What follows belongs to an exercise in optimizing a design on an open flow for small area, a short achievable clock period and few clock cycles per item; a production flow would make more cautious choices.
In this exercise RTL edits were held to simulation tests only and were not proved equivalent to the original.
No activity file was given, so power comes from the tool's default toggle rates.

==> flow/design.v (excerpt) <==
module ghost_mask (
    input  wire       clk,
    input  wire       rst,         
    input  wire       in_valid,
    output wire       in_ready,
    input  wire [7:0] in_cyc,
    input  wire       in_last,     
    input  wire [1:0] in_wsel,     
    input  wire [4:0] in_cols,     
    input  wire [7:0] in_tol,      
    output wire       out_valid,
    input  wire       out_ready,
    output wire       out_mask,
    output wire       out_last     
);
    localparam [1:0] M_IDLE = 2'd0, M_RUN = 2'd1, M_TAIL = 2'd2, M_FLUSH = 2'd3;
    function gt8;
        input [7:0] a, b;
        reg [7:0] g0, e0;
        reg [3:0] g1, e1;
        reg [1:0] g2, e2;
        integer n;
        begin
            g0 = a & ~b;
            e0 = ~(a ^ b);
            for (n = 0; n < 4; n = n + 1) begin
                g1[n] = g0[2*n+1] | (e0[2*n+1] & g0[2*n]);
                e1[n] = e0[2*n+1] & e0[2*n];
            end
            for (n = 0; n < 2; n = n + 1) begin
                g2[n] = g1[2*n+1] | (e1[2*n+1] & g1[2*n]);
                e2[n] = e1[2*n+1] & e1[2*n];
            end
            gt8 = g2[1] | (e2[1] & g2[0]);
        end
    endfunction
    function [7:0] max8;
        input [7:0] a, b;
        max8 = gt8(a, b) ? a : b;
    endfunction
    function [7:0] min8;
        input [7:0] a, b;
        min8 = gt8(a, b) ? b : a;
    endfunction
    reg       a0;
    reg [7:0] p_pix;
    reg       p_last;
    reg       in_ready_r;
    reg       waitf;       
    reg [1:0] h_r;
    reg [4:0] wm1_r;
    reg [7:0] tol_r;
    wire [3:0] sel = wm1_r[4] ? wm1_r[3:0] : 4'd0;
    reg rst_r;
    wire acc_in = in_valid && in_ready_r && !rst;
    always @(posedge clk) begin
        p_pix <= in_cyc;
        p_last <= in_last;
        a0    <= acc_in;
        rst_r <= rst;
        if (waitf) begin
            h_r   <= in_wsel;
            wm1_r <= in_cols;
            tol_r <= in_tol;
        end
    end
    reg [1:0] mode;
    reg [4:0] ncol;        
    reg [4:0] dph;         
    reg [2:0] rs;          
    reg [2:0] wb;          
    reg [1:0] vp;          
    reg [1:0] fl;          
    reg       credit_ok;      
    reg       vv, vrs, vem, vlast, vfst;
  ...
Size in the first run: roughly 4400 cells after synthesis, roughly 1800 flip-flops, about 32 I/O pins, roughly 51000 µm² of cells after synthesis.
export LEC_CHECK = 0
export ABC_AREA = 1
export CAP_MARGIN = 20
export CORE_MARGIN = 2
export CORE_UTILIZATION = 75
export CTS_BUF_LIST = sky130_fd_sc_hd__clkbuf_8
export CTS_CLUSTER_DIAMETER = 70
export CTS_CLUSTER_SIZE = 18
export SLEW_MARGIN = 20
create_clock -name core_clock -period 30.0 [get_ports {clk}]
standard.sh (not shown) runs the stock make flow with config.mk's settings and CLKGATE_MAP_FILE= SYNTH_SCRIPT=/design/flow/synth_recipe.tcl, a recipe that flattens the netlist after the stock synthesis.
==> flow/flow/run.sh <==
#!/bin/bash
# The standard layout, except that the port buffers are plain buf_2
# cells instead of the delay buffers buffer_ports picks by default.
set -euo pipefail
bash standard.sh BUFFER_PORTS_ARGS="-buffer_cell sky130_fd_sc_hd__buf_2" finish > standard.log 2>&1
Testbench counts at the start, summed over its fixed seeds: cycles 35,203, items 32,428.
Change:
--- a/flow/design.v
+++ b/flow/design.v
@@ -64,24 +64,25 @@
             tol_r <= in_tol;
         end
     end
     reg [1:0] mode;
     reg [4:0] ncol;        
     reg [4:0] dph;         
     reg [2:0] rs;          
     reg [2:0] wb;          
     reg [1:0] vp;          
     reg [1:0] fl;          
     reg       credit_ok;      
-    reg       vv, vrs, vem, vlast, vfst;
+    reg       vv, vrs, vem, vlast, vfst, xv;
     reg [5:0] vm;
+    reg [7:0] xold;
     wire first  = (mode == M_IDLE);
     wire al0    = (dph == 5'd0);                 
     wire vtick  = (mode == M_TAIL) && al0 && credit_ok;
     wire tick   = a0 || vtick;
     wire rowend = (ncol == wm1_r);
     reg  [5:0] vmask;
     reg  [5:0] wmask;
     integer b, kk;
     always @(*) begin
         for (b = 0; b < 6; b = b + 1) begin
             kk = wb - b;
@@ -159,65 +160,61 @@
     reg  [47:0]      s0;
     reg  [16*48-1:0] g16;
     reg  [47:0]      g1;
     reg  [2*48-1:0]  g2;
     reg  [4*48-1:0]  g4;
     reg  [8*48-1:0]  g8;
     wire [47:0] y0 = g16[16*48-1 -: 48];
     wire [47:0] y1 = sel[0] ? g1 : y0;
     wire [47:0] y2 = sel[1] ? g2[2*48-1 -: 48] : y1;
     wire [47:0] y3 = sel[2] ? g4[4*48-1 -: 48] : y2;
     wire [47:0] fb = sel[3] ? g8[8*48-1 -: 48] : y3;
-    reg [5:0]  wmd;        
-    reg [7:0]  rf;         
-    reg        vreal;
-    reg [47:0] s0_w;
+    reg [47:0] s0_d;
+    reg [7:0]  old_d;
     integer q;
     always @(*) begin
-        for (q = 0; q < 6; q = q + 1)
-            s0_w[8*q +: 8] = wmd[q] ? rf : s0[8*q +: 8];
+        old_d = 8'd0;
+        for (q = 0; q < 6; q = q + 1) begin
+            s0_d[8*q +: 8] = wmask[q] ? p_pix : fb[8*q +: 8];
+            old_d = old_d | (fb[8*q +: 8] & {8{wmask[q]}});
+        end
     end
     always @(posedge clk) begin
-        s0  <= fb;
-        g16 <= {g16[15*48-1:0], s0_w};
+        s0  <= s0_d;
+        g16 <= {g16[15*48-1:0], s0};
         g1  <= y0;
         g2  <= {g2[47:0], y1};
         g4  <= {g4[3*48-1:0], y2};
         g8  <= {g8[7*48-1:0], y3};
     end
     always @(posedge clk) begin
-        rf    <= p_pix;
-        vreal <= a0;
-        vm    <= vmask;
+        xold  <= old_d;
+        xv    <= |(wmask & vmask);
+        vm    <= wmask | vmask;
         vrs   <= (ncol == 5'd0);
         vem   <= (rs >= {1'b0, h_r});
         vlast <= last_e;
         vfst  <= first;
-        if (rst_r) begin
-            vv  <= 1'b0;
-            wmd <= 6'd0;
-        end else begin
-            vv  <= tick;
-            wmd <= wmask;
-        end
+        if (rst_r) vv <= 1'b0;
+        else       vv <= tick;
     end
     reg [7:0] cx [0:6];
     reg [7:0] cn [0:6];
     integer e;
     always @(*) begin
         for (e = 0; e < 6; e = e + 1) begin
             cx[e] = s0[8*e +: 8] & {8{vm[e]}};
             cn[e] = s0[8*e +: 8] | {8{!vm[e]}};
         end
-        cx[6] = rf & {8{vreal}};
-        cn[6] = rf | {8{!vreal}};
+        cx[6] = xold & {8{xv}};
+        cn[6] = xold | {8{!xv}};
     end
     wire [7:0] vmax = max8(max8(max8(cx[0], cx[1]), max8(cx[2], cx[3])),
                            max8(max8(cx[4], cx[5]), cx[6]));
     wire [7:0] vmin = min8(min8(min8(cn[0], cn[1]), min8(cn[2], cn[3])),
                            min8(min8(cn[4], cn[5]), cn[6]));
     reg [7:0] hmax [1:6];
     reg [7:0] hmin [1:6];
     reg [5:1] hrs;
     reg [3:1] hem;
     reg [3:1] hlast;
     wire      shift = vv || bubble;
Count of clock-buffer cells in the layout fell by 1. Hold slack gets better by 0.011 ns. Combinational power rose by 16%. Sequential share of layout area fell by 0.43 points. Synthesized cell count rose by about 1.8%. Total power rose by 1.3%. Maximum frequency rose by about 0.45%. Register-to-register slack gets worse by 0.17 ns. Core utilization is about the same. Setup slack gets better by 0.033 ns. Routed wire length rose by 4.1%. Synthesized area rose by 0.36%. Sequential power hardly moves. Final cell count rose by 1.4%.
Testbench counts after the change, summed over its fixed seeds: cycles 35,203, items 32,428.

re-timing with driven ports:
Ports are ideal in the flow. The routed layouts listed here were re-timed in OpenROAD.
Step 1 assumes that a clkbuf_16 drives the clock port and a buf_2 every other input.
Step 2 also shifts input and output timing later by t, the mid clock arrival at the registers, as if the neighbouring blocks saw the same clock.
a / b / c = no drivers / after step 1 / after step 2; a / b = the first two.
run	t, ns	setup slack, ns	hold slack, ns
the first run	0.810	22.696 / 22.636 / 23.024	0.305 / 0.305 / 0.305
the second run	0.803	22.728 / 22.660 / 22.927	0.317 / 0.317 / 0.317
After both steps every run listed still meets setup and hold.
